Background: an optimization exercise with open tools, aiming at small area, a short achievable clock period and few clock cycles per item. Do not read the settings as production practice. In this exercise RTL edits were held to simulation tests only and were not proved equivalent to the original.

## beep_sin.hex

```
0000
0324
0648
096a
0c8c
0fab
12c8
15e2
18f9
1c0b
1f1a
2223
2528
2826
2b1f
2e11
30fb
33df
36ba
398c
3c56
3f17
41ce
447a
471c
49b4
4c3f
4ebf
5133
539b
55f5
5842
5a82
5cb3
5ed7
60eb
62f1
64e8
66cf
68a6
6a6d
6c23
6dc9
6f5e
70e2
7254
73b5
7504
7641
776b
7884
7989
7a7c
7b5c
7c29
7ce3
7d89
7e1d
7e9c
7f09
7f61
7fa6
7fd8
7ff5
7fff
7ff5
7fd8
7fa6
7f61
7f09
7e9c
7e1d
7d89
7ce3
7c29
7b5c
7a7c
7989
7884
776b
7641
7504
73b5
7254
70e2
6f5e
6dc9
6c23
6a6d
68a6
66cf
64e8
62f1
60eb
5ed7
5cb3
5a82
5842
55f5
539b
5133
4ebf
4c3f
49b4
471c
447a
41ce
3f17
3c56
398c
36ba
33df
30fb
2e11
2b1f
2826
2528
2223
1f1a
1c0b
18f9
15e2
12c8
0fab
0c8c
096a
0648
0324
0000
fcdc
f9b8
f696
f374
f055
ed38
ea1e
e707
e3f5
e0e6
dddd
dad8
d7da
d4e1
d1ef
cf05
cc21
c946
c674
c3aa
c0e9
be32
bb86
b8e4
b64c
b3c1
b141
aecd
ac65
aa0b
a7be
a57e
a34d
a129
9f15
9d0f
9b18
9931
975a
9593
93dd
9237
90a2
8f1e
8dac
8c4b
8afc
89bf
8895
877c
8677
8584
84a4
83d7
831d
8277
81e3
8164
80f7
809f
805a
8028
800b
8001
800b
8028
805a
809f
80f7
8164
81e3
8277
831d
83d7
84a4
8584
8677
877c
8895
89bf
8afc
8c4b
8dac
8f1e
90a2
9237
93dd
9593
975a
9931
9b18
9d0f
9f15
a129
a34d
a57e
a7be
aa0b
ac65
aecd
b141
b3c1
b64c
b8e4
bb86
be32
c0e9
c3aa
c674
c946
cc21
cf05
d1ef
d4e1
d7da
dad8
dddd
e0e6
e3f5
e707
ea1e
ed38
f055
f374
f696
f9b8
fcdc
```

## run.sh

```bash
#!/bin/bash
# synth_recipe.tcl (not shown) runs the flow's synth.tcl, then flattens the netlist and writes it again
# the make line also repeats each setting of config.mk as NAME=value (left out here)
make -C /OpenROAD-flow-scripts/flow DESIGN_CONFIG=/design/flow/config.mk WORK_HOME=/design/flow/orfs CLKGATE_MAP_FILE= SYNTH_SCRIPT=/design/flow/synth_recipe.tcl finish
```

## config.mk

```make
export PLATFORM = sky130hd
export DESIGN_NAME = beep_filter
export DESIGN_NICKNAME = beep_filter
export VERILOG_FILES = /design/flow/design.v
export SDC_FILE = /design/flow/constraint.sdc
export NUM_CORES = 4
export LEC_CHECK = 0
export CAP_MARGIN = 20
export CORE_MARGIN = 2
export CORE_UTILIZATION = 40
export PLACE_DENSITY = 0.6
export SLEW_MARGIN = 20
```

## constraint.sdc

```tcl
create_clock -name core_clock -period 15.0 [get_ports {clk}]
set_input_delay 3.0000 -clock core_clock [delete_from_list [all_inputs] [get_ports {clk}]]
set_output_delay 3.0000 -clock core_clock [all_outputs]
set_load 0.01 [all_outputs]
```

## design.v

```verilog
module beep_div #(
  parameter WN = 48,
  parameter WD = 34
) (
  input               clk,
  input               rst,
  input               start,
  input  [WN-1:0]     num,
  input  [WD-1:0]     den,
  output reg          done,
  output reg [WN-1:0] quo
);
  reg [WD-1:0]          rem;
  reg [WN-1:0]          nsh;
  reg [WD-1:0]          den_q;
  reg [7:0]             cnt;
  reg                   busy;
  wire [WD:0] rem_sh = {rem, nsh[WN-1]};
  wire [WD:0] diff   = rem_sh - {1'b0, den_q};
  wire        ge     = ~diff[WD];
  always @(posedge clk) begin
    if (rst) begin
      busy <= 1'b0;
      done <= 1'b0;
      cnt  <= 8'd0;
    end else begin
      done <= 1'b0;
      if (start) begin
        busy  <= 1'b1;
        rem   <= {WD{1'b0}};
        nsh   <= num;
        den_q <= den;
        quo   <= {WN{1'b0}};
        cnt   <= WN;
      end else if (busy) begin
        rem  <= ge ? diff[WD-1:0] : rem_sh[WD-1:0];
        nsh  <= {nsh[WN-2:0], 1'b0};
        quo  <= {quo[WN-2:0], ge};
        cnt  <= cnt - 8'd1;
        if (cnt == 8'd1) begin
          busy <= 1'b0;
          done <= 1'b1;
        end
      end
    end
  end
endmodule
module beep_filter (
  input                    clk,
  input                    rst,
  input                    start,
  input      [31:0]        sample_rate,
  input      [31:0]        cutoff,
  output     [7:0]         tan_addr,
  input      [15:0]        tan_data,
  output                   ready,
  output reg               done,
  output reg               err,
  output reg [7:0]         tidx,
  output reg [15:0]        wc,
  output reg signed [15:0] z1_re,
  output reg signed [15:0] z1_im,
  output reg signed [15:0] z2_re,
  output reg signed [15:0] z2_im,
  output reg signed [15:0] a1,
  output reg signed [15:0] a2,
  output reg signed [15:0] b0,
  output reg signed [15:0] b1,
  output reg signed [15:0] b2,
  output reg [31:0]        sum_a
);
  localparam [31:0] K_CORR = 32'd26214;
  localparam [3:0] S_IDLE   = 4'd0,
                   S_TIDX   = 4'd1,
                   S_TAN    = 4'd2,
                   S_POLE   = 4'd3,
                   S_BIL    = 4'd4,
                   S_BILW   = 4'd5,
                   S_EXP    = 4'd6,
                   S_NORM   = 4'd7;
  function signed [15:0] sat16;
    input signed [47:0] v;
    begin
      if (v > 48'sd32767)
        sat16 = 16'sd32767;
      else if (v < -48'sd32768)
        sat16 = -16'sd32768;
      else
        sat16 = v[15:0];
    end
  endfunction
  reg [15:0] sin_rom [0:255];
  initial $readmemh("beep_sin.hex", sin_rom);
  reg [3:0]  state;
  reg [31:0] sr_q;
  reg [7:0]  tidx_q;
  reg [15:0] wc_q;
  reg [1:0]  k;           
  reg        np;          
  reg        p;           
  reg        part;        
  reg signed [15:0] s_re [0:1];
  reg signed [15:0] s_im [0:1];
  reg signed [15:0] z_re [0:1];
  reg signed [15:0] z_im [0:1];
  reg signed [15:0] acc1_re, acc1_im, acc2_re, acc2_im;
  reg        q_neg;
  reg         div_go;
  reg  [47:0] div_num;
  reg  [33:0] div_den;
  wire        div_done;
  wire [47:0] div_quo;
  beep_div #(.WN(48), .WD(34)) u_div (
    .clk   (clk),
    .rst   (rst),
    .start (div_go),
    .num   (div_num),
    .den   (div_den),
    .done  (div_done),
    .quo   (div_quo)
  );
  assign ready    = (state == S_IDLE);
  assign tan_addr = tidx_q;
  wire [31:0] fmax = sample_rate >> 2;
  wire [31:0] fc   = (cutoff == 32'd0 || cutoff > fmax) ? fmax : cutoff;
  wire [7:0]         ang   = {k, 1'b1, 5'd0};           
  wire signed [15:0] sn    = sin_rom[ang];
  wire signed [15:0] cs    = sin_rom[ang + 8'd64];
  wire signed [32:0] pr_re = $signed({1'b0, wc_q}) * cs;
  wire signed [32:0] pr_im = $signed({1'b0, wc_q}) * sn;
  wire signed [15:0] pole_re = pr_re >>> 15;
  wire signed [15:0] pole_im = pr_im >>> 15;
  wire signed [15:0] bs_re = s_re[p];
  wire signed [15:0] bs_im = s_im[p];
  wire signed [33:0] re2   = bs_re * bs_re;
  wire signed [33:0] im2   = bs_im * bs_im;
  wire signed [17:0] omr   = 18'sd32768 - bs_re;
  wire signed [37:0] omr2  = omr * omr;
  wire signed [37:0] nr    = 38'sd1073741824 - (re2 + im2);
  wire signed [37:0] ni    = bs_im * 38'sd65536;
  wire signed [37:0] dd    = omr2 + im2;
  wire signed [37:0] nsel  = part ? ni : nr;
  wire [37:0]        nmag  = nsel[37] ? -nsel : nsel;
  wire signed [48:0] qs    = q_neg ? -$signed({1'b0, div_quo}) : $signed({1'b0, div_quo});
  wire signed [15:0] zq    = sat16(qs[47:0]);
  wire               ez    = k[1];                      
  wire               ehi   = ~k[0];                     
  wire signed [15:0] x_re  = ehi ? acc1_re : 16'sd16384;
  wire signed [15:0] x_im  = ehi ? acc1_im : 16'sd0;
  wire signed [15:0] y_re  = z_re[ez];
  wire signed [15:0] y_im  = z_im[ez];
  wire signed [32:0] cm_re = x_re * y_re - x_im * y_im;
  wire signed [32:0] cm_im = x_re * y_im + x_im * y_re;
  wire signed [32:0] ncm_re = -cm_re;
  wire signed [32:0] ncm_im = -cm_im;
  wire signed [15:0] mn_re = sat16(ncm_re >>> 15);
  wire signed [15:0] mn_im = sat16(ncm_im >>> 15);
  wire signed [15:0] t_re  = ehi ? acc2_re : acc1_re;
  wire signed [15:0] t_im  = ehi ? acc2_im : acc1_im;
  wire signed [16:0] ad_re = t_re + mn_re;
  wire signed [16:0] ad_im = t_im + mn_im;
  wire signed [17:0] suma  = 18'sd16384 + acc1_re + acc2_re;
  wire [17:0]        asuma = suma[17] ? -suma : suma;
  wire [31:0]        scale = {asuma, 16'd0} >> 2;
  wire [47:0]        cprod = scale * K_CORR;
  wire [31:0]        corr  = cprod >> 16;
  wire [47:0]        bq1   = {16'd0, corr} >> 16;
  wire [47:0]        bq2   = {15'd0, corr, 1'b0} >> 16;
  always @(posedge clk) begin
    if (rst) begin
      state  <= S_IDLE;
      done   <= 1'b0;
      err    <= 1'b0;
      div_go <= 1'b0;
      tidx_q <= 8'd0;
      tidx   <= 8'd0;
      wc     <= 16'd0;
      z1_re  <= 16'sd0;
      z1_im  <= 16'sd0;
      z2_re  <= 16'sd0;
      z2_im  <= 16'sd0;
      a1     <= 16'sd0;
      a2     <= 16'sd0;
      b0     <= 16'sd0;
      b1     <= 16'sd0;
      b2     <= 16'sd0;
      sum_a  <= 32'd0;
    end else begin
      done   <= 1'b0;
      div_go <= 1'b0;
      case (state)
        S_IDLE: begin
          if (start) begin
            if (sample_rate == 32'd0) begin
              done <= 1'b1;
              err  <= 1'b1;
            end else begin
              sr_q    <= sample_rate;
              div_num <= {6'd0, fc, 10'd0};
              div_den <= {2'd0, sample_rate};
              div_go  <= 1'b1;
              state   <= S_TIDX;
            end
          end
        end
        S_TIDX: begin
          if (div_done) begin
            tidx_q <= (div_quo > 48'd255) ? 8'd255 : div_quo[7:0];
            state  <= S_TAN;
          end
        end
        S_TAN: begin
          wc_q  <= tan_data;
          k     <= 2'd0;
          np    <= 1'b0;
          state <= S_POLE;
        end
        S_POLE: begin
          if (cs[15]) begin
            s_re[np] <= pole_re;
            s_im[np] <= pole_im;
            np       <= np + 1'b1;
          end
          k <= k + 2'd1;
          if (k == 2'd3) begin
            p     <= 1'b0;
            part  <= 1'b0;
            state <= S_BIL;
          end
        end
        S_BIL: begin
          div_num <= {nmag[32:0], 15'd0};
          div_den <= dd[33:0];
          q_neg   <= nsel[37];
          div_go  <= 1'b1;
          state   <= S_BILW;
        end
        S_BILW: begin
          if (div_done) begin
            if (part) begin
              z_im[p] <= zq;
              part    <= 1'b0;
              p       <= 1'b1;
              if (p) begin
                k       <= 2'd0;
                acc1_re <= 16'sd0;
                acc1_im <= 16'sd0;
                acc2_re <= 16'sd0;
                acc2_im <= 16'sd0;
                state   <= S_EXP;
              end else begin
                state   <= S_BIL;
              end
            end else begin
              z_re[p] <= zq;
              part    <= 1'b1;
              state   <= S_BIL;
            end
          end
        end
        S_EXP: begin
          if (ehi) begin
            acc2_re <= sat16(ad_re);
            acc2_im <= sat16(ad_im);
          end else begin
            acc1_re <= sat16(ad_re);
            acc1_im <= sat16(ad_im);
          end
          k <= k + 2'd1;
          if (k == 2'd3)
            state <= S_NORM;
        end
        S_NORM: begin
          tidx  <= tidx_q;
          wc    <= wc_q;
          z1_re <= z_re[0];
          z1_im <= z_im[0];
          z2_re <= z_re[1];
          z2_im <= z_im[1];
          a1    <= acc1_re;
          a2    <= acc2_re;
          b0    <= sat16(bq1);
          b1    <= sat16(bq2);
          b2    <= sat16(bq1);
          sum_a <= {{14{suma[17]}}, suma};
          err   <= 1'b0;
          done  <= 1'b1;
          state <= S_IDLE;
        end
        default: state <= S_IDLE;
      endcase
    end
  end
endmodule
```

==> flow_metrics.py <==
metrics = {
    "run_status": {
        "status": "no timing/DRC/antenna violations",
    },
    "worst_hold_path": {
        "min-delay-path-class": "flip-flop to flip-flop",
        "hold_crit_depth": 0,
    },
    "worst_setup_path": {
        "cp_slowest_cell": "a2111oi_0",
        "rrSetupSlack_ns": 0.94,
        "worst-setup-path-type": "flip-flop to flip-flop",
        "worst_ep_required_time_ns": 15.43,
        "reg2reg_depth": 42,
        "worst_setup_path_end_kind": "flip-flop",
        "critPathLaunchType": "flip-flop",
        "arrival_ns": 14.48,
        "worst_path_largest_cell_delay_ns": 0.73,
        "critical_path.most_common_cell": "fa_1",
        "critical_path_peak_fanout": 20,
    },
    "timing": {
        "maxSlewHeadroom_pct": 20.2,
        "totalNegativeSetupSlack_ns": 0,
        "final_min_period_over_clock_period_pct": 93.7,
        "hold_viol": 0,
        "timing.fmax_mhz": 71.1,
        "timing_max_transition_violations_final": 0,
        "worst-slew-pin-transition_ns": 1.19,
        "grt_setup_unrepaired": "false",
        "setup_slack_ns": 0.945,
        "timing.final.crit_period_ns": 14.06,
        "finClkSkew_ns": 0.0955,
        "finalSetupViolCount": 0,
    },
    "clock_network": {
        "cts_repair_resize_count": 0,
        "cts.repair_timing.setup_buffer_count": 0,
        "clock_net_sink_count": 636,
        "number_of_buffers_on_the_longest_clock_path": 3,
        "worst_skew_pair.late_latency_ns": 0.79,
        "cts-root-buf": "clkbuf_16",
        "postCtsHoldBufs": 0,
        "h-tree-depth": 3,
        "cts.clk_slew.worst_paths_ns": 0.06,
        "cts_inserted_buffers": 77,
        "tritoncts": "done",
    },
    "final_layout": {
        "layout_commonest_cell": "inv_1",
        "synthToLayoutAreaGrowth_pct": 9.13,
        "layout-drive-gt1-share_pct": 4.65,
        "fin_nets": 16000,
        "most-common-layout-cells": "3019 x inv_1, 2333 x fa_1, 1342 x nand2_1, 1125 x ha_1, 978 x nor2_1",
        "finish.utilization_pct": 43.9,
    },
    "grt": {
        "grt_max_degree": 164,
        "groute.usage.overall_pct": 22.8,
        "global_route_wire_length_before_repair_mm": 516,
        "number_of_global_route_vias_before_repair": 86600,
        "number_of_antenna_violations_at_the_first_check_in_global_routing": 5,
        "gr-total-overflow": 0,
    },
    "place": {
        "numPortBuffers": 291,
        "dp_worst_setup_slack_ns": 0.601,
        "routabilityCongestion": 0.942,
        "detailedPlacementHpwl_mm": 274,
    },
    "yosys": {
        "post_synth_num_cell_types": 90,
        "syn_area_um2": 117000,
        "yosys_most_used_dff": "edfxtp_1",
        "syn_avg_cell_area_um2": 9.50,
        "post_synth_inst_count": 12300,
        "yosys_warnings": 2,
        "number_of_synthesized_flops_with_an_enable_pin": 440,
        "flops_latches_synth": 636,
        "asyncSetResetFlopFracSynth_pct": 0,
        "sequential_cell_area_fraction_in_the_yosys_report_pct": 14.7,
    },
    "detailed_routing": {
        "detailedRoute.firstPassIterationCount": 6,
        "drt-initial-drc-count": 5752,
        "ant_nets": 0,
        "detailroute.via_count": 82200,
        "route.detailed.wl_per_inst_um": 20.0,
        "detail_route.vias_per_cell": 5.01,
        "route.detailed.drc": 0,
        "route.final.wire_length_mm": 328,
    },
    "die": {
        "start_util_pct": 40.2,
        "placementRows": 198,
        "core_area_um2": 291000,
        "ios": 294,
        "die_area_um2": 296000,
        "die_w_um": 544,
        "chipHeight_um": 544,
    },
    "job": {
        "maxCapViolCount": 0,
    },
}
metrics by stage:
stage                     area, µm²  hold WS, ns  cells
after CTS                    127000        0.396  16400
after global placement       125000        0.403  16300
after detailed placement     125000        0.405  16300
after global routing         127000        0.414  16400
final                        127000        0.398  16400
after floorplan              117000        0.400  12300
synthesized netlist by cell type, types with 117 or more instances:
| library cell | n | share of area [%] |
|---|---|---|
| ha_1 | 1125 | 12 |
| nor2b_1 | 117 | 0.63 |
| dfxtp_1 | 196 | 3.4 |
| o21ai_0 | 243 | 1.0 |
| edfxtp_1 | 440 | 11 |
| a21oi_1 | 387 | 1.7 |
| xnor2_1 | 264 | 2.0 |
| nand2_1 | 1342 | 4.3 |
| clkbuf_1 | 371 | 1.2 |
| inv_1 | 3020 | 9.7 |
| a21o_1 | 125 | 0.80 |
| fa_1 | 2333 | 40 |
| nor2_1 | 982 | 3.2 |
| xor2_1 | 140 | 1.0 |
path summary, 6_finish.rpt:
path,start,to
setup / recovery,flip-flop,div_num[25]$_DFFE_PP_
hold / removal,div_den[32]$_SDFFCE_PN0P_,u_div.den_q[32]$_DFFE_PP_
setup reg to reg,flip-flop,div_num[25]$_DFFE_PP_
hold reg to reg,div_den[32]$_SDFFCE_PN0P_,u_div.den_q[32]$_DFFE_PP_
layout make-up:
| type | instances | area [µm²] |
|---|---|---|
| multi-input cells | 8195 | 86900 |
| diodes | 2 | 5.00 |
| inverters | 3039 | 11400 |
| fillers | 28100 | 163000 |
| clock inverters | 47 | 561 |
| clock buffers | 96 | 2050 |
| flip-flops and latches | 636 | 17100 |
| repair buffers | 499 | 4510 |
| well taps | 3900 | 4880 |
per-layer routing:
metal	up-vias	part of all wire, %	track usage, %
li1	37800	-	-
met1	41500	42	30.0
met5	-	0.0040	0
met3	503	6.4	3.26
met2	2441	48	38.3
met4	2	4.3	8.04
registers in the layout, indices dropped and copies added (netlist names), 18 cells and up, named ones only:
name / cells
div_den: 34
u_div.rem: 34
sum_a: 18
z_re: 32
u_div.den_q: 34
s_im: 32
z_im: 32
div_num: 38
s_re: 32
u_div.nsh: 38
u_div.quo: 48
critical path, delay by kind of cell (launching register included):
kind	cells	cell delay, ns
AOI/OAI and AO/OA	11	3.03
muxes	1	0.61
xor gates and xnor gates	1	0.26
buffers and inverters	10	1.54
and+or+nand+nor	5	1.21
adders and majority gates	14	6.45
DFF	1	0.68
cell families after synthesis:
logic type                 count (synthesis)  synth area share (%)
buffers and inverters                   3479                  11.3
muxes                                    211                  1.93
and+or+nand+nor                         2957                  10.8
other                                      2               0.00643
xor gates and xnor gates                 404                  3.03
adders and majority gates               3458                  52.0
DFF                                      636                  14.7
AOI/OAI and AO/OA                       1147                  6.20
Testbench counts, summed over its fixed seeds: cycles 135,688, designs 512.

what the ideal ports hide:
The flow's constraints put no driver on any port. The routed layout listed below was extracted and timed again, unchanged, in two steps.
Step 1, drivers: a clkbuf_16 drives clk and a buf_2 each remaining input, both assumed.
Step 2, shift: input delay + t, output delay - t, t = (earliest + latest rising clock arrival at the registers) / 2. This alone moves slack from input paths to output paths.
a / b / c = no drivers / after step 1 / after step 2; a / b = the first two.
shift t [ns]: 0.811
setup WS [ns]: 0.945 / 0.945 / 0.945
hold WS [ns]: 0.398 / 0.398 / 0.398
worst slew at a driven data input, ns: 0.07
pins driven straight from the clock port: 1
After both steps this run still meets setup and hold. The setup slack of this run moves by 0.000 ns with the drivers and by 0.000 ns with both steps.
